Background: an optimization exercise with open tools, aiming at small area. Do not read the settings as production practice. For this run, only the layout was checked, not whether the RTL still works. Power figures rest on the tool's default switching activity, not on a simulated workload.

### flow/config.mk
export PLATFORM = sky130hd
export DESIGN_NAME = koki_h74
export DESIGN_NICKNAME = koki_h74
export VERILOG_FILES = /design/flow/design.v
export SDC_FILE = /design/flow/constraint.sdc
export NUM_CORES = 4
export LEC_CHECK = 0
export ABC_AREA = 1
export CAP_MARGIN = 20
export CORE_MARGIN = 2
export CORE_UTILIZATION = 35
export GPL_TIMING_DRIVEN = 0
export SLEW_MARGIN = 20
export SYNTH_HIERARCHICAL = 1
export SYNTH_MEMORY_MAX_BITS = 32768
### flow/constraint.sdc
create_clock -name core_clock -period 7.0 [get_ports {clk}]
set_input_delay 1.4000 -clock core_clock [delete_from_list [all_inputs] [get_ports {clk}]]
set_output_delay 1.4000 -clock core_clock [all_outputs]
set_load 0.01 [all_outputs]
### flow/design.v
module koki_core (
    input wire rst,
    input wire cmd_we,
    input wire [31:0] cmd,
    input wire [19:0] m_q,
    input wire grid_q,
    input wire inv_q,
    input wire ill_q,
    output wire [19:0] m_d,
    output wire grid_d,
    output wire inv_d,
    output wire ill_d,
    output wire [35:0] res,
    output wire [1:0] status
);
  wire new_n119, new_n120, new_n121, new_n122, new_n123, new_n124, new_n125, new_n126, new_n127, new_n128, new_n129, new_n130, new_n131, new_n132, new_n133, new_n134, new_n135, new_n136, new_n137, new_n138, new_n139, new_n140, new_n141, new_n142, new_n143, new_n144, new_n145, new_n146, new_n147, new_n148, new_n149, new_n150, new_n151, new_n152, new_n153, new_n154, new_n155, new_n156, new_n157, new_n158, new_n159, new_n160, new_n161, new_n162, new_n163, new_n164, new_n165, new_n166, new_n167, new_n168, new_n169, new_n170, new_n171, new_n172, new_n173, new_n174, new_n175, new_n176, new_n177, new_n178, new_n179, new_n180, new_n181, new_n182, new_n183, new_n184, new_n185, new_n186, new_n187, new_n188, new_n189, new_n190, new_n191, new_n192, new_n193, new_n194, new_n195, new_n196, new_n197, new_n198, new_n199, new_n200, new_n201, new_n202, new_n203, new_n204, new_n205, new_n206, new_n207, new_n208, new_n209, new_n210, new_n211, new_n212, new_n213, new_n214, new_n215, new_n216, new_n217, new_n218, new_n219, new_n220, new_n221, new_n222, new_n223, new_n224, new_n225, new_n226, new_n227, new_n228, new_n229, new_n230, new_n231, new_n232, new_n233, new_n234, new_n235, new_n236, new_n237, new_n238, new_n239, new_n240, new_n241, new_n242, new_n243, new_n244, new_n245, new_n246, new_n247, new_n248, new_n249, new_n250, new_n251, new_n252, new_n253, new_n254, new_n255, new_n256, new_n257, new_n258, new_n259, new_n260, new_n261, new_n262, new_n263, new_n264, new_n265, new_n266, new_n267, new_n268, new_n269, new_n270, new_n271, new_n272, new_n273, new_n274, new_n275, new_n276, new_n277, new_n278, new_n279, new_n280, new_n281, new_n282, new_n283, new_n284, new_n285, new_n286, new_n287, new_n288, new_n289, new_n290, new_n291, new_n292, new_n293, new_n294, new_n295, new_n296, new_n297, new_n298, new_n299, new_n300, new_n301, new_n302, new_n303, new_n304, new_n305, new_n306, new_n307, new_n308, new_n309, new_n310, new_n311, new_n312, new_n313, new_n314, new_n315, new_n316, new_n317, new_n318, new_n319, new_n320, new_n321, new_n322, new_n323, new_n324, new_n325, new_n326, new_n327, new_n328, new_n329, new_n330, new_n331, new_n332, new_n333, new_n334, new_n335, new_n336, new_n337, new_n338, new_n339, new_n340, new_n341, new_n342, new_n343, new_n344, new_n345, new_n346, new_n347, new_n348, new_n349, new_n350, new_n351, new_n352, new_n353, new_n354, new_n355, new_n356, new_n357, new_n358, new_n359, new_n360, new_n361, new_n362, new_n363, new_n364, new_n365, new_n366, new_n367, new_n368, new_n369, new_n370, new_n371, new_n372, new_n373, new_n374, new_n375, new_n376, new_n377, new_n378, new_n379, new_n380, new_n381, new_n382, new_n383, new_n384, new_n385, new_n386, new_n387, new_n388, new_n389, new_n390, new_n391, new_n392, new_n393, new_n394, new_n395, new_n396, new_n397, new_n398, new_n399, new_n400, new_n401, new_n402, new_n403, new_n404, new_n405, new_n406, new_n407, new_n408, new_n409, new_n410, new_n411, new_n412, new_n413, new_n414, new_n415, new_n416, new_n417, new_n418, new_n419, new_n420, new_n421, new_n422, new_n423, new_n424, new_n425, new_n426, new_n427, new_n428, new_n429, new_n430, new_n431, new_n432, new_n433, new_n434, new_n435, new_n436, new_n437, new_n438, new_n439, new_n440, new_n441, new_n442, new_n443, new_n444, new_n445, new_n446, new_n447, new_n448, new_n449, new_n450, new_n451, new_n452, new_n453, new_n454, new_n455, new_n456, new_n457, new_n458, new_n459, new_n460, new_n461, new_n462, new_n463, new_n464, new_n465, new_n466, new_n467, new_n468, new_n469, new_n470, new_n471, new_n472, new_n473, new_n474, new_n475, new_n476, new_n477, new_n478, new_n479, new_n480, new_n481, new_n482, new_n483, new_n484, new_n485, new_n486, new_n487, new_n488, new_n489, new_n490, new_n491, new_n492, new_n493, new_n494, new_n495, new_n496, new_n497, new_n498, new_n499, new_n500, new_n501, new_n502, new_n503, new_n504, new_n505, new_n506, new_n507, new_n508, new_n509, new_n510, new_n511, new_n512, new_n513, new_n514, new_n515, new_n516, new_n517, new_n518, new_n519, new_n520, new_n521, new_n522, new_n523, new_n524, new_n525, new_n526, new_n527, new_n528, new_n529, new_n530, new_n531, new_n532, new_n533, new_n534, new_n535, new_n536, new_n537, new_n538, new_n539, new_n540, new_n541, new_n542, new_n543, new_n545, new_n546, new_n547, new_n548, new_n549, new_n550, new_n551, new_n552, new_n553, new_n554, new_n555, new_n556, new_n557, new_n558, new_n559, new_n560, new_n561, new_n562, new_n563, new_n564, new_n565, new_n566, new_n567, new_n568, new_n569, new_n571, new_n572, new_n573, new_n574, new_n575, new_n576, new_n577, new_n578, new_n579, new_n580, new_n581, new_n582, new_n583, new_n584, new_n585, new_n586, new_n587, new_n588, new_n589, new_n590, new_n591, new_n592, new_n593, new_n595, new_n596, new_n597, new_n598, new_n599, new_n600, new_n601, new_n602, new_n603, new_n604, new_n605, new_n606, new_n607, new_n608, new_n609, new_n610, new_n611, new_n612, new_n613, new_n614, new_n615, new_n616, new_n617, new_n619, new_n620, new_n621, new_n622, new_n623, new_n624, new_n625, new_n626, new_n627, new_n628, new_n629, new_n630, new_n631, new_n632, new_n634, new_n635, new_n636, new_n637, new_n638, new_n639, new_n640, new_n641, new_n642, new_n643, new_n644, new_n645, new_n646, new_n648, new_n649, new_n650, new_n651, new_n652, new_n653, new_n654, new_n655, new_n656, new_n657, new_n658, new_n660, new_n661, new_n662, new_n663, new_n665, new_n666, new_n667, new_n668, new_n669, new_n670, new_n671, new_n672, new_n673, new_n674, new_n675, new_n676, new_n677, new_n678, new_n679, new_n681, new_n682, new_n683, new_n684, new_n685, new_n686, new_n687, new_n688, new_n689, new_n690, new_n691, new_n692, new_n694, new_n695, new_n696, new_n697, new_n698, new_n699, new_n701, new_n702, new_n703, new_n704, new_n705, new_n707, new_n708, new_n709, new_n710, new_n712, new_n713, new_n714, new_n715, new_n717, new_n718, new_n719, new_n720, new_n722, new_n723, new_n724, new_n725, new_n727, new_n728, new_n729, new_n730, new_n732, new_n733, new_n734, new_n735, new_n737, new_n738, new_n739, new_n740, new_n742, new_n743, new_n744, new_n746, new_n747, new_n749, new_n750, new_n751, new_n752, new_n753, new_n754, new_n755, new_n756, new_n757, new_n758, new_n759, new_n760, new_n761, new_n762, new_n763, new_n764, new_n765, new_n766, new_n767, new_n768, new_n769, new_n770, new_n771, new_n772, new_n773, new_n774, new_n775, new_n776, new_n777, new_n778, new_n779, new_n781, new_n782, new_n784, new_n785, new_n786, new_n787, new_n788, new_n789, new_n790, new_n792, new_n793, new_n794, new_n795, new_n796, new_n797, new_n798, new_n799, new_n800, new_n801, new_n803, new_n804, new_n805, new_n806, new_n807, new_n808, new_n809, new_n810, new_n812, new_n813, new_n814, new_n815, new_n816, new_n817, new_n818, new_n819, new_n821, new_n822, new_n823, new_n824, new_n825, new_n826, new_n827, new_n828, new_n830, new_n831, new_n832, new_n833, new_n834, new_n835, new_n836, new_n837, new_n839, new_n840, new_n841, new_n842, new_n843, new_n845, new_n846, new_n847, new_n848, new_n849, new_n851, new_n852, new_n853, new_n854, new_n855, new_n857, new_n858, new_n859, new_n860, new_n861, new_n863, new_n864, new_n866, new_n867, new_n869, new_n870, new_n872, new_n873, new_n875, new_n876, new_n878, new_n879, new_n880, new_n881, new_n882, new_n884, new_n885, new_n886, new_n887, new_n888, new_n889, new_n890, new_n891, new_n893, new_n894, new_n895, new_n896, new_n897, new_n898, new_n899, new_n900, new_n902, new_n903, new_n904, new_n905, new_n906, new_n907, new_n908, new_n909, new_n911, new_n912, new_n913, new_n914, new_n915, new_n916, new_n917, new_n918, new_n920, new_n922, new_n924, new_n926, new_n928, new_n930, new_n932, new_n934, new_n936, new_n938, new_n940, new_n942, new_n944, new_n946, new_n948;
  assign new_n119 = cmd[28] & ~cmd[31] ;
  assign new_n120 = cmd[28] & ~cmd[29] ;
  assign new_n121 = ~cmd[20] & ~cmd[21] ;
  assign new_n122 = cmd[22] & ~new_n121;
  assign new_n123 = new_n120 & ~new_n122;
  assign new_n124 = ~cmd[22] & new_n121;
  assign new_n125 = ~cmd[28] & cmd[29] ;
  assign new_n126 = new_n124 & new_n125;
  assign new_n127 = ~new_n123 & ~new_n126;
  assign new_n128 = cmd[31] & ~new_n127;
  assign new_n129 = cmd[28] & cmd[29] ;
  assign new_n130 = cmd[30] & new_n129;
  assign new_n131 = ~new_n124 & ~new_n130;
  assign new_n132 = ~cmd[16] & ~cmd[17] ;
  assign new_n133 = ~cmd[18] & ~cmd[19] ;
  assign new_n134 = new_n132 & new_n133;
  assign new_n135 = ~cmd[12] & ~cmd[13] ;
  assign new_n136 = ~cmd[14] & ~cmd[15] ;
  assign new_n137 = new_n135 & new_n136;
  assign new_n138 = ~cmd[8] & ~cmd[9] ;
  assign new_n139 = ~cmd[10] & ~cmd[11] ;
  assign new_n140 = new_n138 & new_n139;
  assign new_n141 = new_n137 & new_n140;
  assign new_n142 = new_n134 & new_n141;
  assign new_n143 = ~new_n131 & new_n142;
  assign new_n144 = ~new_n128 & ~new_n143;
  assign new_n145 = ~cmd[25] & ~cmd[26] ;
  assign new_n146 = ~cmd[27] & new_n145;
  assign new_n147 = ~rst & cmd_we;
  assign new_n148 = ~cmd[23] & ~cmd[24] ;
  assign new_n149 = new_n147 & new_n148;
  assign new_n150 = new_n146 & new_n149;
  assign new_n151 = ~new_n144 & new_n150;
  assign new_n152 = ~cmd[30] & new_n151;
  assign new_n153 = cmd[29] & new_n152;
  assign new_n154 = new_n119 & new_n153;
  assign new_n155 = ~cmd[5] & ~cmd[6] ;
  assign new_n156 = cmd[5] & cmd[6] ;
  assign new_n157 = ~new_n155 & ~new_n156;
  assign new_n158 = ~cmd[28] & cmd[31] ;
  assign new_n159 = ~new_n119 & ~new_n158;
  assign new_n160 = ~cmd[1] & ~cmd[2] ;
  assign new_n161 = cmd[3] & ~new_n160;
  assign new_n162 = cmd[4] & new_n161;
  assign new_n163 = new_n155 & ~new_n162;
  assign new_n164 = cmd[7] & ~new_n163;
  assign new_n165 = ~cmd[4] & ~new_n161;
  assign new_n166 = cmd[7] & ~new_n165;
  assign new_n167 = ~new_n164 & ~new_n166;
  assign new_n168 = new_n159 & ~new_n167;
  assign new_n169 = ~cmd[29] & ~new_n164;
  assign new_n170 = ~new_n168 & ~new_n169;
  assign new_n171 = cmd[4] & ~new_n170;
  assign new_n172 = ~cmd[4] & new_n170;
  assign new_n173 = ~new_n171 & ~new_n172;
  assign new_n174 = ~cmd[3] & ~cmd[4] ;
  assign new_n175 = cmd[6] & new_n174;
  assign new_n176 = ~cmd[6] & ~new_n165;
  assign new_n177 = ~new_n175 & ~new_n176;
  assign new_n178 = cmd[0] & cmd[1] ;
  assign new_n179 = cmd[2] & ~cmd[4] ;
  assign new_n180 = cmd[4] & ~cmd[6] ;
  assign new_n181 = ~cmd[2] & new_n180;
  assign new_n182 = ~new_n179 & ~new_n181;
  assign new_n183 = new_n178 & ~new_n182;
  assign new_n184 = ~cmd[7] & new_n183;
  assign new_n185 = new_n177 & ~new_n184;
  assign new_n186 = ~cmd[7] & ~new_n177;
  assign new_n187 = cmd[3] & cmd[4] ;
  assign new_n188 = ~cmd[5] & ~new_n187;
  assign new_n189 = ~cmd[0] & new_n160;
  assign new_n190 = cmd[4] & cmd[5] ;
  assign new_n191 = ~new_n189 & ~new_n190;
  assign new_n192 = ~new_n188 & new_n191;
  assign new_n193 = ~new_n186 & ~new_n192;
  assign new_n194 = ~new_n185 & new_n193;
  assign new_n195 = ~new_n174 & ~new_n187;
  assign new_n196 = cmd[1] & ~new_n195;
  assign new_n197 = new_n179 & ~new_n196;
  assign new_n198 = ~cmd[2] & new_n174;
  assign new_n199 = cmd[1] & new_n198;
  assign new_n200 = ~cmd[5] & ~cmd[7] ;
  assign new_n201 = ~cmd[4] & cmd[6] ;
  assign new_n202 = ~new_n180 & ~new_n201;
  assign new_n203 = new_n200 & new_n202;
  assign new_n204 = ~new_n199 & new_n203;
  assign new_n205 = ~new_n197 & new_n204;
  assign new_n206 = ~new_n194 & ~new_n205;
  assign new_n207 = ~cmd[2] & ~cmd[3] ;
  assign new_n208 = ~cmd[6] & ~new_n207;
  assign new_n209 = ~new_n161 & new_n208;
  assign new_n210 = ~cmd[7] & ~new_n209;
  assign new_n211 = ~new_n165 & new_n210;
  assign new_n212 = ~new_n200 & ~new_n211;
  assign new_n213 = cmd[6] & ~cmd[7] ;
  assign new_n214 = new_n212 & new_n213;
  assign new_n215 = cmd[5] & ~cmd[6] ;
  assign new_n216 = cmd[2] & cmd[3] ;
  assign new_n217 = ~cmd[7] & new_n216;
  assign new_n218 = ~cmd[4] & ~new_n217;
  assign new_n219 = new_n215 & ~new_n218;
  assign new_n220 = ~cmd[2] & ~new_n178;
  assign new_n221 = new_n187 & ~new_n220;
  assign new_n222 = new_n219 & ~new_n221;
  assign new_n223 = ~cmd[5] & cmd[6] ;
  assign new_n224 = ~cmd[4] & ~cmd[5] ;
  assign new_n225 = cmd[2] & new_n178;
  assign new_n226 = ~cmd[3] & ~cmd[5] ;
  assign new_n227 = ~new_n225 & new_n226;
  assign new_n228 = ~new_n224 & ~new_n227;
  assign new_n229 = new_n223 & new_n228;
  assign new_n230 = ~new_n222 & ~new_n229;
  assign new_n231 = ~new_n214 & new_n230;
  assign new_n232 = new_n206 & new_n231;
  assign new_n233 = cmd[29] & ~new_n232;
  assign new_n234 = new_n159 & ~new_n233;
  assign new_n235 = cmd[3] & ~cmd[4] ;
  assign new_n236 = ~new_n220 & new_n235;
  assign new_n237 = new_n190 & new_n208;
  assign new_n238 = ~cmd[4] & ~new_n157;
  assign new_n239 = ~new_n194 & ~new_n238;
  assign new_n240 = cmd[5] & new_n189;
  assign new_n241 = ~cmd[3] & ~new_n179;
  assign new_n242 = cmd[6] & ~new_n241;
  assign new_n243 = ~new_n240 & ~new_n242;
  assign new_n244 = cmd[1] & cmd[2] ;
  assign new_n245 = ~cmd[5] & ~new_n244;
  assign new_n246 = cmd[4] & ~new_n220;
  assign new_n247 = ~new_n245 & new_n246;
  assign new_n248 = cmd[5] & new_n225;
  assign new_n249 = cmd[0] & cmd[2] ;
  assign new_n250 = ~new_n244 & ~new_n249;
  assign new_n251 = new_n224 & new_n250;
  assign new_n252 = ~new_n248 & ~new_n251;
  assign new_n253 = ~new_n247 & new_n252;
  assign new_n254 = cmd[3] & new_n253;
  assign new_n255 = ~new_n243 & ~new_n254;
  assign new_n256 = new_n157 & ~new_n195;
  assign new_n257 = ~new_n157 & new_n195;
  assign new_n258 = ~new_n256 & ~new_n257;
  assign new_n259 = new_n255 & ~new_n258;
  assign new_n260 = ~new_n239 & ~new_n259;
  assign new_n261 = ~cmd[4] & new_n260;
  assign new_n262 = new_n164 & ~new_n223;
  assign new_n263 = ~new_n261 & new_n262;
  assign new_n264 = ~new_n237 & ~new_n263;
  assign new_n265 = ~new_n236 & ~new_n264;
  assign new_n266 = ~new_n160 & new_n180;
  assign new_n267 = ~new_n215 & ~new_n266;
  assign new_n268 = ~new_n209 & new_n267;
  assign new_n269 = ~new_n265 & ~new_n268;
  assign new_n270 = cmd[7] & new_n260;
  assign new_n271 = ~cmd[5] & new_n221;
  assign new_n272 = cmd[5] & ~new_n187;
  assign new_n273 = new_n213 & ~new_n272;
  assign new_n274 = new_n174 & new_n250;
  assign new_n275 = new_n273 & ~new_n274;
  assign new_n276 = ~new_n271 & new_n275;
  assign new_n277 = ~new_n270 & ~new_n276;
  assign new_n278 = ~new_n269 & new_n277;
  assign new_n279 = cmd[7] & new_n255;
  assign new_n280 = new_n187 & new_n279;
  assign new_n281 = ~cmd[29] & ~new_n280;
  assign new_n282 = new_n278 & new_n281;
  assign new_n283 = ~new_n234 & ~new_n282;
  assign new_n284 = ~new_n195 & ~new_n232;
  assign new_n285 = cmd[6] & ~new_n227;
  assign new_n286 = new_n155 & new_n250;
  assign new_n287 = cmd[3] & cmd[5] ;
  assign new_n288 = ~new_n226 & ~new_n287;
  assign new_n289 = ~new_n189 & ~new_n288;
  assign new_n290 = ~new_n286 & new_n289;
  assign new_n291 = ~new_n285 & new_n290;
  assign new_n292 = ~new_n167 & ~new_n291;
  assign new_n293 = ~new_n284 & new_n292;
  assign new_n294 = ~cmd[0] & ~cmd[2] ;
  assign new_n295 = ~cmd[5] & ~new_n294;
  assign new_n296 = ~new_n155 & ~new_n201;
  assign new_n297 = ~new_n295 & ~new_n296;
  assign new_n298 = cmd[4] & ~cmd[5] ;
  assign new_n299 = cmd[2] & ~cmd[6] ;
  assign new_n300 = ~new_n298 & new_n299;
  assign new_n301 = new_n161 & ~new_n300;
  assign new_n302 = ~new_n297 & new_n301;
  assign new_n303 = ~new_n183 & new_n302;
  assign new_n304 = ~new_n212 & ~new_n303;
  assign new_n305 = cmd[29] & new_n159;
  assign new_n306 = ~new_n304 & new_n305;
  assign new_n307 = ~new_n293 & new_n306;
  assign new_n308 = cmd[2] & ~new_n197;
  assign new_n309 = ~cmd[4] & new_n220;
  assign new_n310 = cmd[7] & ~new_n309;
  assign new_n311 = ~new_n308 & new_n310;
  assign new_n312 = ~cmd[7] & new_n187;
  assign new_n313 = new_n250 & new_n312;
  assign new_n314 = ~cmd[3] & cmd[4] ;
  assign new_n315 = cmd[2] & new_n314;
  assign new_n316 = cmd[5] & ~new_n198;
  assign new_n317 = ~new_n315 & new_n316;
  assign new_n318 = ~new_n313 & new_n317;
  assign new_n319 = ~cmd[0] & ~cmd[4] ;
  assign new_n320 = new_n195 & ~new_n319;
  assign new_n321 = new_n160 & new_n320;
  assign new_n322 = cmd[0] & new_n199;
  assign new_n323 = ~new_n321 & ~new_n322;
  assign new_n324 = ~new_n318 & new_n323;
  assign new_n325 = ~new_n311 & ~new_n324;
  assign new_n326 = new_n163 & new_n166;
  assign new_n327 = ~cmd[6] & ~new_n326;
  assign new_n328 = ~new_n325 & new_n327;
  assign new_n329 = ~cmd[29] & ~new_n159;
  assign new_n330 = ~cmd[3] & ~new_n253;
  assign new_n331 = ~new_n175 & ~new_n273;
  assign new_n332 = ~cmd[5] & new_n187;
  assign new_n333 = new_n220 & new_n332;
  assign new_n334 = ~new_n331 & ~new_n333;
  assign new_n335 = ~new_n330 & new_n334;
  assign new_n336 = new_n329 & ~new_n335;
  assign new_n337 = ~new_n328 & new_n336;
  assign new_n338 = ~new_n279 & new_n337;
  assign new_n339 = ~new_n307 & ~new_n338;
  assign new_n340 = cmd[0] & ~new_n339;
  assign new_n341 = ~cmd[29] & new_n339;
  assign new_n342 = ~new_n340 & ~new_n341;
  assign new_n343 = ~new_n283 & ~new_n342;
  assign new_n344 = new_n283 & new_n342;
  assign new_n345 = cmd[1] & ~new_n344;
  assign new_n346 = ~new_n343 & ~new_n345;
  assign new_n347 = ~new_n176 & ~new_n228;
  assign new_n348 = ~cmd[7] & ~new_n219;
  assign new_n349 = cmd[7] & new_n219;
  assign new_n350 = ~new_n348 & ~new_n349;
  assign new_n351 = ~new_n347 & new_n350;
  assign new_n352 = ~new_n206 & ~new_n274;
  assign new_n353 = new_n347 & ~new_n350;
  assign new_n354 = ~new_n352 & new_n353;
  assign new_n355 = ~new_n351 & ~new_n354;
  assign new_n356 = new_n159 & new_n355;
  assign new_n357 = cmd[29] & ~new_n356;
  assign new_n358 = new_n165 & new_n200;
  assign new_n359 = new_n223 & ~new_n278;
  assign new_n360 = ~new_n159 & new_n264;
  assign new_n361 = ~new_n359 & new_n360;
  assign new_n362 = ~new_n358 & new_n361;
  assign new_n363 = ~new_n357 & ~new_n362;
  assign new_n364 = ~new_n346 & new_n363;
  assign new_n365 = new_n346 & ~new_n363;
  assign new_n366 = cmd[2] & ~new_n365;
  assign new_n367 = ~new_n364 & ~new_n366;
  assign new_n368 = ~new_n355 & ~new_n361;
  assign new_n369 = ~cmd[6] & ~new_n219;
  assign new_n370 = new_n368 & ~new_n369;
  assign new_n371 = cmd[7] & new_n369;
  assign new_n372 = ~new_n368 & new_n371;
  assign new_n373 = ~new_n213 & ~new_n372;
  assign new_n374 = ~new_n370 & new_n373;
  assign new_n375 = new_n159 & ~new_n374;
  assign new_n376 = ~cmd[29] & new_n374;
  assign new_n377 = ~new_n375 & ~new_n376;
  assign new_n378 = ~new_n367 & ~new_n377;
  assign new_n379 = new_n367 & new_n377;
  assign new_n380 = cmd[3] & ~new_n379;
  assign new_n381 = ~new_n378 & ~new_n380;
  assign new_n382 = new_n173 & ~new_n381;
  assign new_n383 = ~new_n171 & ~new_n382;
  assign new_n384 = ~cmd[29] & new_n383;
  assign new_n385 = ~cmd[5] & new_n384;
  assign new_n386 = cmd[29] & ~new_n383;
  assign new_n387 = cmd[5] & new_n386;
  assign new_n388 = ~new_n385 & ~new_n387;
  assign new_n389 = ~new_n157 & ~new_n388;
  assign new_n390 = cmd[7] & ~new_n389;
  assign new_n391 = ~cmd[7] & new_n389;
  assign new_n392 = ~new_n390 & ~new_n391;
  assign new_n393 = ~new_n343 & ~new_n344;
  assign new_n394 = cmd[1] & new_n124;
  assign new_n395 = ~cmd[20] & cmd[21] ;
  assign new_n396 = cmd[9] & new_n395;
  assign new_n397 = cmd[17] & cmd[22] ;
  assign new_n398 = ~new_n396 & ~new_n397;
  assign new_n399 = cmd[20] & cmd[21] ;
  assign new_n400 = cmd[13] & new_n399;
  assign new_n401 = cmd[20] & ~cmd[21] ;
  assign new_n402 = cmd[5] & new_n401;
  assign new_n403 = ~new_n400 & ~new_n402;
  assign new_n404 = new_n398 & new_n403;
  assign new_n405 = ~new_n394 & new_n404;
  assign new_n406 = ~new_n393 & new_n405;
  assign new_n407 = new_n393 & ~new_n405;
  assign new_n408 = ~new_n406 & ~new_n407;
  assign new_n409 = ~new_n364 & ~new_n365;
  assign new_n410 = cmd[2] & new_n124;
  assign new_n411 = cmd[10] & new_n395;
  assign new_n412 = cmd[18] & cmd[22] ;
  assign new_n413 = ~new_n411 & ~new_n412;
  assign new_n414 = cmd[14] & new_n399;
  assign new_n415 = cmd[6] & new_n401;
  assign new_n416 = ~new_n414 & ~new_n415;
  assign new_n417 = new_n413 & new_n416;
  assign new_n418 = ~new_n410 & new_n417;
  assign new_n419 = new_n409 & ~new_n418;
  assign new_n420 = ~new_n409 & new_n418;
  assign new_n421 = ~new_n419 & ~new_n420;
  assign new_n422 = new_n408 & new_n421;
  assign new_n423 = cmd[16] & cmd[22] ;
  assign new_n424 = ~cmd[20] & ~new_n423;
  assign new_n425 = ~cmd[4] & new_n401;
  assign new_n426 = ~new_n424 & ~new_n425;
  assign new_n427 = cmd[0] & new_n124;
  assign new_n428 = ~new_n426 & ~new_n427;
  assign new_n429 = cmd[8] & cmd[21] ;
  assign new_n430 = new_n339 & ~new_n429;
  assign new_n431 = new_n428 & ~new_n430;
  assign new_n432 = ~cmd[12] & cmd[21] ;
  assign new_n433 = ~new_n428 & ~new_n432;
  assign new_n434 = new_n339 & new_n433;
  assign new_n435 = ~new_n431 & ~new_n434;
  assign new_n436 = new_n408 & new_n435;
  assign new_n437 = ~new_n421 & ~new_n436;
  assign new_n438 = ~new_n422 & ~new_n437;
  assign new_n439 = new_n392 & new_n438;
  assign new_n440 = ~new_n392 & ~new_n438;
  assign new_n441 = ~new_n439 & ~new_n440;
  assign new_n442 = ~new_n378 & ~new_n379;
  assign new_n443 = cmd[3] & new_n124;
  assign new_n444 = cmd[11] & new_n395;
  assign new_n445 = cmd[19] & cmd[22] ;
  assign new_n446 = ~new_n444 & ~new_n445;
  assign new_n447 = cmd[15] & new_n399;
  assign new_n448 = cmd[7] & new_n401;
  assign new_n449 = ~new_n447 & ~new_n448;
  assign new_n450 = new_n446 & new_n449;
  assign new_n451 = ~new_n443 & new_n450;
  assign new_n452 = ~new_n442 & new_n451;
  assign new_n453 = new_n442 & ~new_n451;
  assign new_n454 = ~new_n452 & ~new_n453;
  assign new_n455 = ~new_n173 & new_n381;
  assign new_n456 = ~new_n382 & ~new_n455;
  assign new_n457 = new_n408 & ~new_n435;
  assign new_n458 = new_n421 & new_n457;
  assign new_n459 = new_n454 & new_n458;
  assign new_n460 = new_n456 & new_n459;
  assign new_n461 = ~new_n384 & ~new_n386;
  assign new_n462 = cmd[5] & new_n461;
  assign new_n463 = ~cmd[5] & ~new_n461;
  assign new_n464 = ~new_n462 & ~new_n463;
  assign new_n465 = ~new_n460 & ~new_n464;
  assign new_n466 = ~cmd[5] & new_n460;
  assign new_n467 = new_n461 & new_n466;
  assign new_n468 = ~new_n465 & ~new_n467;
  assign new_n469 = new_n454 & new_n468;
  assign new_n470 = ~new_n454 & ~new_n468;
  assign new_n471 = ~new_n469 & ~new_n470;
  assign new_n472 = ~new_n456 & ~new_n459;
  assign new_n473 = ~new_n466 & ~new_n472;
  assign new_n474 = ~cmd[6] & ~new_n388;
  assign new_n475 = cmd[6] & new_n388;
  assign new_n476 = ~new_n474 & ~new_n475;
  assign new_n477 = new_n473 & ~new_n476;
  assign new_n478 = ~new_n473 & new_n476;
  assign new_n479 = ~new_n477 & ~new_n478;
  assign new_n480 = ~new_n460 & ~new_n479;
  assign new_n481 = ~new_n471 & ~new_n480;
  assign new_n482 = new_n471 & ~new_n479;
  assign new_n483 = ~new_n481 & ~new_n482;
  assign new_n484 = new_n441 & ~new_n483;
  assign new_n485 = ~new_n441 & new_n483;
  assign new_n486 = ~new_n484 & ~new_n485;
  assign new_n487 = new_n154 & ~new_n486;
  assign new_n488 = ~cmd[28] & ~cmd[29] ;
  assign new_n489 = cmd[29] & new_n119;
  assign new_n490 = ~cmd[30] & ~new_n489;
  assign new_n491 = ~new_n488 & ~new_n490;
  assign new_n492 = cmd[30] & ~cmd[31] ;
  assign new_n493 = new_n488 & ~new_n492;
  assign new_n494 = ~new_n491 & ~new_n493;
  assign new_n495 = new_n151 & new_n494;
  assign new_n496 = ~new_n435 & new_n495;
  assign new_n497 = cmd[31] & ~new_n258;
  assign new_n498 = ~cmd[22] & ~new_n497;
  assign new_n499 = ~new_n249 & ~new_n294;
  assign new_n500 = new_n202 & new_n499;
  assign new_n501 = ~new_n202 & ~new_n499;
  assign new_n502 = ~new_n500 & ~new_n501;
  assign new_n503 = cmd[31] & ~new_n502;
  assign new_n504 = ~new_n160 & ~new_n244;
  assign new_n505 = new_n157 & ~new_n504;
  assign new_n506 = ~new_n157 & new_n504;
  assign new_n507 = ~new_n505 & ~new_n506;
  assign new_n508 = new_n503 & ~new_n507;
  assign new_n509 = ~new_n399 & ~new_n508;
  assign new_n510 = ~new_n498 & ~new_n509;
  assign new_n511 = cmd[6] & ~new_n510;
  assign new_n512 = ~cmd[6] & new_n510;
  assign new_n513 = ~new_n511 & ~new_n512;
  assign new_n514 = ~cmd[7] & cmd[31] ;
  assign new_n515 = new_n488 & ~new_n514;
  assign new_n516 = new_n152 & ~new_n515;
  assign new_n517 = new_n488 & new_n516;
  assign new_n518 = ~new_n513 & new_n517;
  assign new_n519 = ~cmd[6] & new_n224;
  assign new_n520 = ~cmd[29] & ~new_n519;
  assign new_n521 = ~cmd[7] & ~new_n520;
  assign new_n522 = ~new_n488 & ~new_n521;
  assign new_n523 = new_n492 & ~new_n522;
  assign new_n524 = new_n151 & new_n523;
  assign new_n525 = ~rst & ~new_n524;
  assign new_n526 = ~new_n516 & new_n525;
  assign new_n527 = m_q[0] & new_n526;
  assign new_n528 = ~cmd[22] & new_n401;
  assign new_n529 = ~cmd[0] & new_n528;
  assign new_n530 = ~cmd[3] & new_n502;
  assign new_n531 = cmd[3] & ~new_n502;
  assign new_n532 = new_n120 & ~new_n531;
  assign new_n533 = ~new_n530 & new_n532;
  assign new_n534 = ~new_n529 & ~new_n533;
  assign new_n535 = new_n125 & ~new_n502;
  assign new_n536 = cmd[0] & ~new_n528;
  assign new_n537 = new_n127 & new_n536;
  assign new_n538 = ~new_n535 & ~new_n537;
  assign new_n539 = new_n534 & new_n538;
  assign new_n540 = new_n524 & ~new_n539;
  assign new_n541 = ~new_n527 & ~new_n540;
  assign new_n542 = ~new_n518 & new_n541;
  assign new_n543 = ~new_n496 & new_n542;
  assign m_d[0] = new_n487 | ~new_n543;
  assign new_n545 = new_n408 & new_n495;
  assign new_n546 = ~new_n507 & new_n534;
  assign new_n547 = new_n507 & ~new_n534;
  assign new_n548 = ~new_n127 & ~new_n547;
  assign new_n549 = ~new_n546 & new_n548;
  assign new_n550 = ~cmd[22] & new_n395;
  assign new_n551 = ~cmd[1] & new_n550;
  assign new_n552 = cmd[1] & ~new_n550;
  assign new_n553 = ~new_n551 & ~new_n552;
  assign new_n554 = new_n127 & new_n553;
  assign new_n555 = new_n524 & ~new_n554;
  assign new_n556 = ~new_n549 & new_n555;
  assign new_n557 = m_q[1] & new_n526;
  assign new_n558 = ~cmd[0] & new_n154;
  assign new_n559 = cmd[31] & new_n502;
  assign new_n560 = ~new_n507 & new_n559;
  assign new_n561 = ~new_n395 & ~new_n560;
  assign new_n562 = ~new_n498 & ~new_n561;
  assign new_n563 = cmd[5] & ~new_n562;
  assign new_n564 = ~cmd[5] & new_n562;
  assign new_n565 = ~new_n563 & ~new_n564;
  assign new_n566 = new_n517 & ~new_n565;
  assign new_n567 = ~new_n558 & ~new_n566;
  assign new_n568 = ~new_n557 & new_n567;
  assign new_n569 = ~new_n556 & new_n568;
  assign m_d[1] = new_n545 | ~new_n569;
  assign new_n571 = new_n421 & new_n495;
  assign new_n572 = ~new_n408 & ~new_n435;
  assign new_n573 = ~new_n436 & ~new_n572;
  assign new_n574 = new_n154 & ~new_n573;
  assign new_n575 = new_n498 & ~new_n509;
  assign new_n576 = cmd[2] & ~new_n575;
  assign new_n577 = ~cmd[2] & new_n575;
  assign new_n578 = ~new_n576 & ~new_n577;
  assign new_n579 = new_n127 & new_n578;
  assign new_n580 = ~new_n127 & new_n258;
  assign new_n581 = new_n524 & ~new_n580;
  assign new_n582 = ~new_n579 & new_n581;
  assign new_n583 = new_n503 & new_n507;
  assign new_n584 = ~new_n401 & ~new_n583;
  assign new_n585 = ~new_n498 & ~new_n584;
  assign new_n586 = cmd[4] & ~new_n585;
  assign new_n587 = ~cmd[4] & new_n585;
  assign new_n588 = ~new_n586 & ~new_n587;
  assign new_n589 = new_n517 & ~new_n588;
  assign new_n590 = m_q[2] & new_n526;
  assign new_n591 = ~new_n589 & ~new_n590;
  assign new_n592 = ~new_n582 & new_n591;
  assign new_n593 = ~new_n574 & new_n592;
  assign m_d[2] = new_n571 | ~new_n593;
  assign new_n595 = new_n454 & new_n495;
  assign new_n596 = new_n421 & new_n572;
  assign new_n597 = ~new_n421 & ~new_n572;
  assign new_n598 = ~new_n596 & ~new_n597;
  assign new_n599 = new_n154 & ~new_n598;
  assign new_n600 = new_n517 & ~new_n578;
  assign new_n601 = m_q[3] & new_n526;
  assign new_n602 = cmd[28] & new_n524;
  assign new_n603 = cmd[1] & ~cmd[29] ;
  assign new_n604 = new_n499 & new_n603;
  assign new_n605 = cmd[22] & new_n121;
  assign new_n606 = cmd[3] & new_n605;
  assign new_n607 = ~new_n604 & ~new_n606;
  assign new_n608 = ~cmd[1] & ~cmd[29] ;
  assign new_n609 = ~new_n499 & new_n608;
  assign new_n610 = ~cmd[3] & cmd[29] ;
  assign new_n611 = ~new_n605 & new_n610;
  assign new_n612 = ~new_n609 & ~new_n611;
  assign new_n613 = new_n607 & new_n612;
  assign new_n614 = new_n602 & new_n613;
  assign new_n615 = ~new_n601 & ~new_n614;
  assign new_n616 = ~new_n600 & new_n615;
  assign new_n617 = ~new_n599 & new_n616;
  assign m_d[3] = new_n595 | ~new_n617;
  assign new_n619 = ~new_n422 & new_n573;
  assign new_n620 = new_n454 & ~new_n619;
  assign new_n621 = ~new_n454 & new_n619;
  assign new_n622 = ~new_n620 & ~new_n621;
  assign new_n623 = new_n154 & new_n622;
  assign new_n624 = ~cmd[29] & cmd[31] ;
  assign new_n625 = new_n495 & ~new_n624;
  assign new_n626 = new_n456 & new_n625;
  assign new_n627 = m_q[4] & new_n526;
  assign new_n628 = cmd[2] & ~cmd[29] ;
  assign new_n629 = new_n588 & ~new_n628;
  assign new_n630 = new_n602 & ~new_n629;
  assign new_n631 = ~new_n627 & ~new_n630;
  assign new_n632 = ~new_n626 & new_n631;
  assign m_d[4] = new_n623 | ~new_n632;
  assign new_n634 = ~new_n464 & new_n625;
  assign new_n635 = ~new_n454 & new_n458;
  assign new_n636 = ~new_n421 & ~new_n457;
  assign new_n637 = ~new_n635 & ~new_n636;
  assign new_n638 = new_n456 & ~new_n637;
  assign new_n639 = ~new_n456 & new_n637;
  assign new_n640 = ~new_n638 & ~new_n639;
  assign new_n641 = new_n154 & ~new_n640;
  assign new_n642 = m_q[5] & new_n526;
  assign new_n643 = new_n565 & ~new_n603;
  assign new_n644 = new_n602 & ~new_n643;
  assign new_n645 = ~new_n642 & ~new_n644;
  assign new_n646 = ~new_n641 & new_n645;
  assign m_d[5] = new_n634 | ~new_n646;
  assign new_n648 = new_n458 & ~new_n471;
  assign new_n649 = ~new_n458 & new_n471;
  assign new_n650 = ~new_n648 & ~new_n649;
  assign new_n651 = new_n154 & new_n650;
  assign new_n652 = ~new_n476 & new_n625;
  assign new_n653 = m_q[6] & new_n526;
  assign new_n654 = cmd[0] & ~cmd[29] ;
  assign new_n655 = new_n513 & ~new_n654;
  assign new_n656 = new_n602 & ~new_n655;
  assign new_n657 = ~new_n653 & ~new_n656;
  assign new_n658 = ~new_n652 & new_n657;
  assign m_d[6] = new_n651 | ~new_n658;
  assign new_n660 = new_n154 & new_n479;
  assign new_n661 = ~new_n392 & new_n625;
  assign new_n662 = m_q[7] & new_n526;
  assign new_n663 = ~new_n661 & ~new_n662;
  assign m_d[7] = new_n660 | ~new_n663;
  assign new_n665 = cmd[5] & new_n460;
  assign new_n666 = cmd[6] & new_n665;
  assign new_n667 = ~new_n392 & new_n666;
  assign new_n668 = new_n392 & ~new_n666;
  assign new_n669 = ~new_n667 & ~new_n668;
  assign new_n670 = new_n468 & new_n669;
  assign new_n671 = ~new_n468 & ~new_n669;
  assign new_n672 = ~new_n670 & ~new_n671;
  assign new_n673 = new_n119 & ~new_n672;
  assign new_n674 = ~cmd[8] & ~new_n673;
  assign new_n675 = new_n153 & ~new_n674;
  assign new_n676 = new_n127 & new_n495;
  assign new_n677 = ~new_n486 & new_n676;
  assign new_n678 = m_q[8] & new_n526;
  assign new_n679 = ~new_n677 & ~new_n678;
  assign m_d[8] = new_n675 | ~new_n679;
  assign new_n681 = new_n476 & ~new_n665;
  assign new_n682 = ~new_n476 & new_n665;
  assign new_n683 = ~new_n681 & ~new_n682;
  assign new_n684 = new_n486 & new_n683;
  assign new_n685 = ~new_n486 & ~new_n683;
  assign new_n686 = ~new_n684 & ~new_n685;
  assign new_n687 = new_n154 & ~new_n686;
  assign new_n688 = new_n435 & new_n676;
  assign new_n689 = m_q[9] & new_n526;
  assign new_n690 = cmd[9] & new_n153;
  assign new_n691 = ~new_n689 & ~new_n690;
  assign new_n692 = ~new_n688 & new_n691;
  assign m_d[9] = new_n687 | ~new_n692;
  assign new_n694 = new_n119 & new_n669;
  assign new_n695 = ~cmd[10] & ~new_n694;
  assign new_n696 = new_n153 & ~new_n695;
  assign new_n697 = m_q[10] & new_n526;
  assign new_n698 = ~new_n573 & new_n676;
  assign new_n699 = ~new_n697 & ~new_n698;
  assign m_d[10] = new_n696 | ~new_n699;
  assign new_n701 = ~new_n598 & new_n676;
  assign new_n702 = m_q[11] & new_n526;
  assign new_n703 = cmd[11] & new_n153;
  assign new_n704 = ~new_n702 & ~new_n703;
  assign new_n705 = ~new_n701 & new_n704;
  assign m_d[11] = new_n487 | ~new_n705;
  assign new_n707 = new_n622 & new_n676;
  assign new_n708 = m_q[12] & new_n526;
  assign new_n709 = cmd[12] & new_n153;
  assign new_n710 = ~new_n708 & ~new_n709;
  assign m_d[12] = new_n707 | ~new_n710;
  assign new_n712 = ~new_n640 & new_n676;
  assign new_n713 = m_q[13] & new_n526;
  assign new_n714 = cmd[13] & new_n153;
  assign new_n715 = ~new_n713 & ~new_n714;
  assign m_d[13] = new_n712 | ~new_n715;
  assign new_n717 = new_n650 & new_n676;
  assign new_n718 = m_q[14] & new_n526;
  assign new_n719 = cmd[14] & new_n153;
  assign new_n720 = ~new_n718 & ~new_n719;
  assign m_d[14] = new_n717 | ~new_n720;
  assign new_n722 = new_n479 & new_n676;
  assign new_n723 = m_q[15] & new_n526;
  assign new_n724 = cmd[15] & new_n153;
  assign new_n725 = ~new_n723 & ~new_n724;
  assign m_d[15] = new_n722 | ~new_n725;
  assign new_n727 = ~new_n672 & new_n676;
  assign new_n728 = cmd[16] & new_n153;
  assign new_n729 = m_q[16] & new_n526;
  assign new_n730 = ~new_n728 & ~new_n729;
  assign m_d[16] = new_n727 | ~new_n730;
  assign new_n732 = new_n676 & ~new_n686;
  assign new_n733 = m_q[17] & new_n526;
  assign new_n734 = cmd[17] & new_n153;
  assign new_n735 = ~new_n733 & ~new_n734;
  assign m_d[17] = new_n732 | ~new_n735;
  assign new_n737 = new_n669 & new_n676;
  assign new_n738 = m_q[18] & new_n526;
  assign new_n739 = cmd[18] & new_n153;
  assign new_n740 = ~new_n738 & ~new_n739;
  assign m_d[18] = new_n737 | ~new_n740;
  assign new_n742 = m_q[19] & new_n526;
  assign new_n743 = cmd[19] & new_n153;
  assign new_n744 = ~new_n742 & ~new_n743;
  assign m_d[19] = new_n677 | ~new_n744;
  assign new_n746 = grid_q & new_n526;
  assign new_n747 = cmd[31] & new_n153;
  assign grid_d = new_n746 | new_n747;
  assign new_n749 = inv_q & new_n526;
  assign new_n750 = ~new_n175 & ~new_n256;
  assign new_n751 = ~cmd[0] & ~new_n750;
  assign new_n752 = new_n155 & new_n235;
  assign new_n753 = cmd[0] & new_n314;
  assign new_n754 = ~new_n752 & ~new_n753;
  assign new_n755 = ~new_n751 & new_n754;
  assign new_n756 = ~cmd[7] & ~new_n755;
  assign new_n757 = cmd[0] & ~new_n238;
  assign new_n758 = ~new_n195 & ~new_n757;
  assign new_n759 = cmd[7] & ~new_n320;
  assign new_n760 = ~new_n758 & new_n759;
  assign new_n761 = new_n507 & ~new_n760;
  assign new_n762 = ~new_n756 & new_n761;
  assign new_n763 = new_n502 & new_n507;
  assign new_n764 = ~cmd[2] & ~cmd[6] ;
  assign new_n765 = new_n358 & new_n764;
  assign new_n766 = ~new_n763 & ~new_n765;
  assign new_n767 = ~cmd[29] & ~cmd[31] ;
  assign new_n768 = ~new_n766 & new_n767;
  assign new_n769 = ~new_n762 & new_n768;
  assign new_n770 = ~cmd[3] & new_n160;
  assign new_n771 = ~new_n196 & ~new_n770;
  assign new_n772 = new_n329 & ~new_n499;
  assign new_n773 = ~new_n771 & new_n772;
  assign new_n774 = ~new_n305 & ~new_n773;
  assign new_n775 = cmd[7] & new_n156;
  assign new_n776 = ~new_n274 & new_n775;
  assign new_n777 = ~new_n774 & new_n776;
  assign new_n778 = ~new_n769 & ~new_n777;
  assign new_n779 = new_n516 & ~new_n778;
  assign inv_d = new_n749 | new_n779;
  assign new_n781 = cmd_we & new_n526;
  assign new_n782 = ~rst & ill_q;
  assign ill_d = new_n781 | new_n782;
  assign new_n784 = m_q[2] & ~m_q[3] ;
  assign new_n785 = ~m_q[2] & m_q[3] ;
  assign new_n786 = ~new_n784 & ~new_n785;
  assign new_n787 = grid_q & ~new_n786;
  assign new_n788 = m_q[0] & ~new_n787;
  assign new_n789 = ~m_q[0] & new_n787;
  assign new_n790 = ~inv_q & ~new_n789;
  assign res[0] = new_n788 | ~new_n790;
  assign new_n792 = ~grid_q & ~inv_q;
  assign new_n793 = ~m_q[1] & new_n792;
  assign new_n794 = ~m_q[4] & ~m_q[7] ;
  assign new_n795 = m_q[4] & m_q[7] ;
  assign new_n796 = ~new_n794 & ~new_n795;
  assign new_n797 = ~m_q[6] & new_n796;
  assign new_n798 = grid_q & ~inv_q;
  assign new_n799 = m_q[6] & ~new_n796;
  assign new_n800 = new_n798 & ~new_n799;
  assign new_n801 = ~new_n797 & new_n800;
  assign res[1] = ~new_n793 & ~new_n801;
  assign new_n803 = ~m_q[2] & new_n792;
  assign new_n804 = ~m_q[8] & ~m_q[11] ;
  assign new_n805 = m_q[8] & m_q[11] ;
  assign new_n806 = ~new_n804 & ~new_n805;
  assign new_n807 = ~m_q[10] & new_n806;
  assign new_n808 = m_q[10] & ~new_n806;
  assign new_n809 = new_n798 & ~new_n808;
  assign new_n810 = ~new_n807 & new_n809;
  assign res[2] = ~new_n803 & ~new_n810;
  assign new_n812 = ~m_q[3] & new_n792;
  assign new_n813 = ~m_q[12] & ~m_q[15] ;
  assign new_n814 = m_q[12] & m_q[15] ;
  assign new_n815 = ~new_n813 & ~new_n814;
  assign new_n816 = ~m_q[14] & new_n815;
  assign new_n817 = m_q[14] & ~new_n815;
  assign new_n818 = new_n798 & ~new_n817;
  assign new_n819 = ~new_n816 & new_n818;
  assign res[3] = ~new_n812 & ~new_n819;
  assign new_n821 = ~m_q[4] & new_n792;
  assign new_n822 = ~m_q[16] & ~m_q[19] ;
  assign new_n823 = m_q[16] & m_q[19] ;
  assign new_n824 = ~new_n822 & ~new_n823;
  assign new_n825 = ~m_q[18] & new_n824;
  assign new_n826 = m_q[18] & ~new_n824;
  assign new_n827 = new_n798 & ~new_n826;
  assign new_n828 = ~new_n825 & new_n827;
  assign res[4] = ~new_n821 & ~new_n828;
  assign new_n830 = ~m_q[5] & new_n792;
  assign new_n831 = ~m_q[0] & ~m_q[1] ;
  assign new_n832 = m_q[0] & m_q[1] ;
  assign new_n833 = ~new_n831 & ~new_n832;
  assign new_n834 = ~m_q[3] & new_n833;
  assign new_n835 = m_q[3] & ~new_n833;
  assign new_n836 = new_n798 & ~new_n835;
  assign new_n837 = ~new_n834 & new_n836;
  assign res[5] = ~new_n830 & ~new_n837;
  assign new_n839 = ~m_q[6] & new_n792;
  assign new_n840 = ~m_q[5] & new_n796;
  assign new_n841 = m_q[5] & ~new_n796;
  assign new_n842 = new_n798 & ~new_n841;
  assign new_n843 = ~new_n840 & new_n842;
  assign res[6] = ~new_n839 & ~new_n843;
  assign new_n845 = ~m_q[7] & new_n792;
  assign new_n846 = ~m_q[9] & new_n806;
  assign new_n847 = m_q[9] & ~new_n806;
  assign new_n848 = new_n798 & ~new_n847;
  assign new_n849 = ~new_n846 & new_n848;
  assign res[7] = ~new_n845 & ~new_n849;
  assign new_n851 = ~m_q[8] & new_n792;
  assign new_n852 = ~m_q[13] & new_n815;
  assign new_n853 = m_q[13] & ~new_n815;
  assign new_n854 = new_n798 & ~new_n853;
  assign new_n855 = ~new_n852 & new_n854;
  assign res[8] = ~new_n851 & ~new_n855;
  assign new_n857 = ~m_q[9] & new_n792;
  assign new_n858 = ~m_q[17] & new_n824;
  assign new_n859 = m_q[17] & ~new_n824;
  assign new_n860 = new_n798 & ~new_n859;
  assign new_n861 = ~new_n858 & new_n860;
  assign res[9] = ~new_n857 & ~new_n861;
  assign new_n863 = ~m_q[10] & new_n792;
  assign new_n864 = ~m_q[3] & new_n798;
  assign res[10] = ~new_n863 & ~new_n864;
  assign new_n866 = ~m_q[11] & new_n792;
  assign new_n867 = ~m_q[7] & new_n798;
  assign res[11] = ~new_n866 & ~new_n867;
  assign new_n869 = ~m_q[12] & new_n792;
  assign new_n870 = ~m_q[11] & new_n798;
  assign res[12] = ~new_n869 & ~new_n870;
  assign new_n872 = ~m_q[15] & new_n798;
  assign new_n873 = ~m_q[13] & new_n792;
  assign res[13] = ~new_n872 & ~new_n873;
  assign new_n875 = ~m_q[19] & new_n798;
  assign new_n876 = ~m_q[14] & new_n792;
  assign res[14] = ~new_n875 & ~new_n876;
  assign new_n878 = ~m_q[15] & new_n792;
  assign new_n879 = ~m_q[2] & new_n833;
  assign new_n880 = m_q[2] & ~new_n833;
  assign new_n881 = new_n798 & ~new_n880;
  assign new_n882 = ~new_n879 & new_n881;
  assign res[15] = ~new_n878 & ~new_n882;
  assign new_n884 = ~m_q[16] & new_n792;
  assign new_n885 = ~m_q[5] & ~m_q[6] ;
  assign new_n886 = m_q[5] & m_q[6] ;
  assign new_n887 = ~new_n885 & ~new_n886;
  assign new_n888 = ~m_q[4] & new_n887;
  assign new_n889 = m_q[4] & ~new_n887;
  assign new_n890 = new_n798 & ~new_n889;
  assign new_n891 = ~new_n888 & new_n890;
  assign res[16] = ~new_n884 & ~new_n891;
  assign new_n893 = ~m_q[17] & new_n792;
  assign new_n894 = ~m_q[9] & ~m_q[10] ;
  assign new_n895 = m_q[9] & m_q[10] ;
  assign new_n896 = ~new_n894 & ~new_n895;
  assign new_n897 = ~m_q[8] & new_n896;
  assign new_n898 = m_q[8] & ~new_n896;
  assign new_n899 = new_n798 & ~new_n898;
  assign new_n900 = ~new_n897 & new_n899;
  assign res[17] = ~new_n893 & ~new_n900;
  assign new_n902 = ~m_q[18] & new_n792;
  assign new_n903 = ~m_q[13] & ~m_q[14] ;
  assign new_n904 = m_q[13] & m_q[14] ;
  assign new_n905 = ~new_n903 & ~new_n904;
  assign new_n906 = ~m_q[12] & new_n905;
  assign new_n907 = m_q[12] & ~new_n905;
  assign new_n908 = new_n798 & ~new_n907;
  assign new_n909 = ~new_n906 & new_n908;
  assign res[18] = ~new_n902 & ~new_n909;
  assign new_n911 = ~m_q[19] & new_n792;
  assign new_n912 = ~m_q[17] & ~m_q[18] ;
  assign new_n913 = m_q[17] & m_q[18] ;
  assign new_n914 = ~new_n912 & ~new_n913;
  assign new_n915 = ~m_q[16] & new_n914;
  assign new_n916 = m_q[16] & ~new_n914;
  assign new_n917 = new_n798 & ~new_n916;
  assign new_n918 = ~new_n915 & new_n917;
  assign res[19] = ~new_n911 & ~new_n918;
  assign new_n920 = m_q[2] & grid_q;
  assign res[20] = inv_q | new_n920;
  assign new_n922 = m_q[6] & grid_q;
  assign res[21] = inv_q | new_n922;
  assign new_n924 = m_q[10] & grid_q;
  assign res[22] = inv_q | new_n924;
  assign new_n926 = m_q[14] & grid_q;
  assign res[23] = inv_q | new_n926;
  assign new_n928 = m_q[18] & grid_q;
  assign res[24] = inv_q | new_n928;
  assign new_n930 = m_q[1] & grid_q;
  assign res[25] = inv_q | new_n930;
  assign new_n932 = m_q[5] & grid_q;
  assign res[26] = inv_q | new_n932;
  assign new_n934 = m_q[9] & grid_q;
  assign res[27] = inv_q | new_n934;
  assign new_n936 = m_q[13] & grid_q;
  assign res[28] = inv_q | new_n936;
  assign new_n938 = m_q[17] & grid_q;
  assign res[29] = inv_q | new_n938;
  assign new_n940 = m_q[0] & grid_q;
  assign res[30] = inv_q | new_n940;
  assign new_n942 = m_q[4] & grid_q;
  assign res[31] = inv_q | new_n942;
  assign new_n944 = m_q[8] & grid_q;
  assign res[32] = inv_q | new_n944;
  assign new_n946 = m_q[12] & grid_q;
  assign res[33] = inv_q | new_n946;
  assign new_n948 = m_q[16] & grid_q;
  assign res[34] = inv_q | new_n948;
  assign res[35] = inv_q;
  assign status[0] = inv_q;
  assign status[1] = ill_q;
endmodule
module koki_h74 (
    input  wire        clk,
    input  wire        rst,
    input  wire        cmd_we,
    input  wire [31:0] cmd,
    output wire [35:0] res,
    output wire [1:0]  status      
);
    reg  [19:0] m_q;
    reg         grid_q, ill_q;
    reg         ninv_q;                   
    wire        inv_q = ~ninv_q;
    wire [19:0] m_d;
    wire        grid_d, inv_d, ill_d;
    koki_core u_core (
        .rst(rst), .cmd_we(cmd_we), .cmd(cmd),
        .m_q(m_q), .grid_q(grid_q), .inv_q(inv_q), .ill_q(ill_q),
        .m_d(m_d), .grid_d(grid_d), .inv_d(inv_d), .ill_d(ill_d),
        .res(res), .status(status)
    );
    always @(posedge clk) begin
        m_q    <= m_d;
        grid_q <= grid_d;
        ninv_q <= ~inv_d;
        ill_q  <= ill_d;
    end
endmodule
### flow/flow/run.sh
#!/bin/bash
# Own layout flow: the standard layout (standard.sh) with
#  - synthesis by flow/synth.tcl: the standard flow's synthesis script, but ABC maps
#    for area (flow/abc.script) and no adder cells are extracted;
#  - the port buffers that global placement inserts made from buf_1.
# Registers, their names and cell types are those of the standard synthesis.
set -euo pipefail
HERE=$(pwd)
export OWN_ABC_SCRIPT="$HERE/flow/abc.script"
export BUFFER_PORTS_ARGS="-buffer_cell sky130_fd_sc_hd__buf_1"
bash standard.sh SYNTH_SCRIPT="$HERE/flow/synth.tcl" ADDER_MAP_FILE= finish > standard.log 2>&1
### flow/flow/abc.script
strash
dch -f
map -D 3000
topo
stime -c
### flow/flow/synth.tcl
# The standard flow's synthesis script (synth_recipe.tcl) with two changes: every abc
# call maps with the area-oriented script flow/abc.script, and the caller
# sets ADDER_MAP_FILE empty so no half/full adder cells are extracted.
proc synth {args} { yosys synth -nofsm -noshare {*}$args }
proc abc {args} {
  set i [lsearch -exact $args -script]
  if { $i >= 0 } {
    set args [lreplace $args [expr {$i + 1}] [expr {$i + 1}] $::env(OWN_ABC_SCRIPT)]
  }
  yosys abc {*}$args
}
source $::env(SCRIPTS_DIR)/synth.tcl
# left out here: clear keep_hierarchy, flatten, clean up, hide names made inside functions, write 1_2_yosys.v
### flow/standard.sh
#!/bin/bash
# synth_recipe.tcl (not shown) runs the flow's synth.tcl, then flattens the netlist and writes it again
# the make line also repeats each setting of config.mk as NAME=value (left out here)
make -C /OpenROAD-flow-scripts/flow DESIGN_CONFIG=/design/flow/config.mk WORK_HOME=/design/flow/orfs CLKGATE_MAP_FILE= SYNTH_SCRIPT=/design/flow/synth_recipe.tcl "${@:-finish}"
==> notes.md <==
[layout make-up]
cell class	count	share of cell area, %
well taps	129	4.06
flip-flops and latches	23	11.6
clock buffers	4	1.13
plain buffers	3	0.567
repair buffers	80	8.84
multi-input cells	470	64.7
inverters	92	9.16
[per-module statistics from Yosys, one instance, submodules excluded]
module,cells,area [um2],copies in the design,flops+latches
koki_core,563,2930,1,0
koki_h74,25,468,1,23
[stage by stage]
step / std cells / TNS (ns) / cell area, um2 / total power (W)
finish: 801 / 0 / 3980 / 0.000494
detailed placement: 790 / -0.743 / 3840 / 0.000403
CTS: 794 / 0 / 3880 / 0.000482
global route: 801 / 0 / 3980 / 0.000532
global placement: 789 / -0.690 / 3820 / 0.000401
floorplan: 588 / 0 / 3390 / 0.000326
[state kept, by name (all words and copies together), names as in the netlist]
signal  count
grid_q      1
m_q        20
ninv_q      1
ill_q       1
[critical path: cells and delay by family]
kind | cells | cell delay [ns]
buffers and inverters | 3 | 1.21
and+or+nand+nor | 16 | 3.12
AOI/OAI and AO/OA | 5 | 0.92
[kinds of logic after synthesis]
logic type,synth area share [%]
simple gates,33.6
buf+inv,10.8
mux,0.295
xor+xnor,7.23
compound gates,34.5
flops,13.6
[layout by cell type (no fill, tap or decap), drive strengths merged, types with 6 or more instances in the layout]
cell | Yosys | final
xor2 | 22 | 22
o22ai | 6 | 6
o211ai | 10 | 10
a21oi | 51 | 51
nor2 | 65 | 65
a221oi | 9 | 9
o21ai | 39 | 39
clkbuf | 0 | 8
a31oi | 7 | 7
nand4 | 12 | 12
dfxtp | 23 | 23
a22oi | 26 | 26
nor3 | 12 | 12
clkinv | 92 | 87
nand3 | 50 | 50
nand2 | 107 | 107
o221ai | 10 | 10
buf | 3 | 77
[how the worst min path moves through the flow]
stage,startpoint,cells after the start,endpoint,slack (ns)
3_5_place_dp,ill_q,1,ill_q,0.48
2_1_floorplan,ill_q,1,ill_q,0.46
5_1_grt,ill_q,1,ill_q,0.53
6_report,ill_q,1,ill_q,0.49
3_3_place_gp,ill_q,1,ill_q,0.47
4_1_cts,ill_q,1,ill_q,0.49
[what timing repair did]
action                     CTS  global route
setup endpoints to repair    0            11
gates resized for setup      0            14
buffers inserted             0             7
[per-layer routing]
| metal | part of all wire (%) | vias to the layer above | track usage, % | wire length [um] |
|---|---|---|---|---|
| met3 | 8.4 | 23 | 1.64 | 1120 |
| met5 | 0 | - | 0 | 0 |
| li1 | - | 2291 | - | - |
| met1 | 45 | 2136 | 36.7 | 5980 |
| met2 | 45 | 264 | 40.3 | 6020 |
| met4 | 1.9 | 0 | 6.46 | 257 |
[power breakdown]
| part | switching (W) | internal, W |
|---|---|---|
| clock | 0.0000398 | 0.0000406 |
| sequential | 0.000000355 | 0.000131 |
| combinational | 0.000192 | 0.0000896 |
==> flow_metrics.env <==
export IMPL_synth_area_leaders="dfxtp_1 14%, nand2_1 12%, clkinv_1 10%, a21oi_1 7.5%, nand3_1 7.4%"
export IMPL_drc=0
export IMPL_seq_area_um2=460
export IMPL_grt_start_max_net_pins=24
export IMPL_htree_levels=1
export IMPL_final_util_pct=42.6
export IMPL_skew_ns=0
export IMPL_leakage_nw=1.47
export IMPL_crit_path_top_delay_cell="or4_2"
export IMPL_synthTopCellsByCount="107 x nand2_1, 92 x clkinv_1, 65 x nor2_1"
export IMPL_ant_nets=0
export IMPL_synth_seq_cells=23
export IMPL_core_area_mm2=0.00933
export IMPL_clk_pin_slew_ns=0.08
export IMPL_cts_sinks=23
export IMPL_cts_made_buffers=3
export IMPL_crit_fanout=15
export IMPL_dpl_hpwl_um=10700
export IMPL_synth_most_common_cell="nand2_1"
export IMPL_maxCapViolCount=0
export IMPL_async_reset_ff_share_pct=0
export IMPL_arrival_ns=6.66
export IMPL_cpPeakStageDelay_ns=0.59
export IMPL_fmax_ghz=0.153
export IMPL_start_util_pct=36.4
export IMPL_dieHeight_um=102
export IMPL_worstSkewPairLatency_ns=0.26
export IMPL_slew_viol_final=0
export IMPL_r2r_cells=4
export IMPL_cts_root_buf="clkbuf_8"
export IMPL_n_antenna_cell=0
export IMPL_synth_ff_type="dfxtp_1"
export IMPL_drtIter0Drc=512
export IMPL_finalCritPeriodShare_pct=93.3
export IMPL_rsz0062_at_grt="false"
export IMPL_p_per_area_mw_per_mm2=124
export IMPL_r2r_end="ninv_q"
export IMPL_postSynthAreaPerCell_um2=5.77
export IMPL_nFillCells=1050
export IMPL_rows=35
export IMPL_vias_per_cell=5.89
export IMPL_ir_drop_v=0.0000653
export IMPL_syn_num_nets=623
export IMPL_hold_ws_ns=0.491
export IMPL_io_buffers=72
export IMPL_die_x_um=102
export IMPL_r2r_start="ninv_q"
export IMPL_antenna_found_initial=0
export IMPL_die_area_mm2=0.0105
export IMPL_crit_path_start_kind="primary input"
export IMPL_endpoint_kind="flip-flop"
export IMPL_yosys_area_top_type_share_pct=13.6
export IMPL_grt_overflow_total=0
export IMPL_synthCells=588
export IMPL_preCtsSetupSlack_ns=-0.203
export IMPL_ys_seq_area_share_pct=13.6
export IMPL_grt_pass1_vias=4119
export IMPL_worstSetupStartpoint="cmd[7]"
export IMPL_clockBufferDepth=2
export IMPL_synth_edff_count=0
export IMPL_setup_ws_ns=0.468
export IMPL_vias=4714
export IMPL_syn_to_final_growth_pct=17.1
export IMPL_relSlewSlack_pct=51.6
export IMPL_synth_cell_area_mm2=0.00339
export IMPL_status="complete, no violations"
export IMPL_tritoncts="done"
export IMPL_synth_distinct_cells=38
export IMPL_worstSetupPathType="in -> reg"
export IMPL_fin_crit_ns=6.53
export IMPL_ios=73
export IMPL_first_pass_iters=5
export IMPL_grt_pass1_wl_um=21000
export IMPL_postCtsHoldBufs=0
export IMPL_critPathCapture="m_q[11]"
export IMPL_gp_congestion=0.964
export IMPL_crit_chain="clkdlybuf4s15_1 -> clkinv_1 -> nand3_1 -> o311ai_0 -> a31oi_1 -> nor3_1 -> or4_2 -> nand2_1 -> o21ai_0 -> or2_2 -> nand2_1 -> nand3b_1 -> and2_2 -> or2_2 -> a21oi_1 -> nand4_1 -> clkinv_1 -> nand3_1 -> nand2_1 -> nand2_1 -> nand3_1 -> nand3_1 -> nand3_1 -> o2111ai_1"
export IMPL_routed_wl_um=13400
export IMPL_critPathRequiredTime_ns=7.13
export IMPL_cpMostUsedCell="nand3_1"
export IMPL_multiInputGateArea_mm2=0.00257
export IMPL_finalSetupViolCount=0
export IMPL_drive_above_1_share_pct=5.80
export IMPL_r2r_slack_ns=5.70
export IMPL_worstHoldPathType="reg -> reg"
export IMPL_yosys_warnings=7
export IMPL_track_usage_pct=25.2
export IMPL_worst_pin_slew_ns=0.726
export IMPL_hold_viol=0
export IMPL_finalNetCount=708
export IMPL_wl_per_cell_um=16.7
export IMPL_synth_top_area_cell="dfxtp_1"

port drivers added, routing unchanged:
No port has a modelled driver above. Below, the same layout with a new extraction and two added sets of constraints. Step 1, drivers: a clkbuf_16 drives clk and a buf_2 each remaining input, both assumed. Step 2 also shifts input and output timing later by t, the mid clock arrival at the registers, as if the neighbouring blocks saw the same clock. Three values: ideal ports, drivers, drivers and shift; two values: the first two.
t, ns: 0.290
slack for setup (ns): 0.468 / 0.472 / 0.181
worst setup path after step 2: input to register
clock arrival spread, ns: 0.004 / 0.003
worst register clock-pin slew, ns: 0.08 / 0.08
After both steps this run still meets setup and hold. For this run, drivers alone change the setup slack by +0.004 ns; drivers and shift together by -0.287 ns.
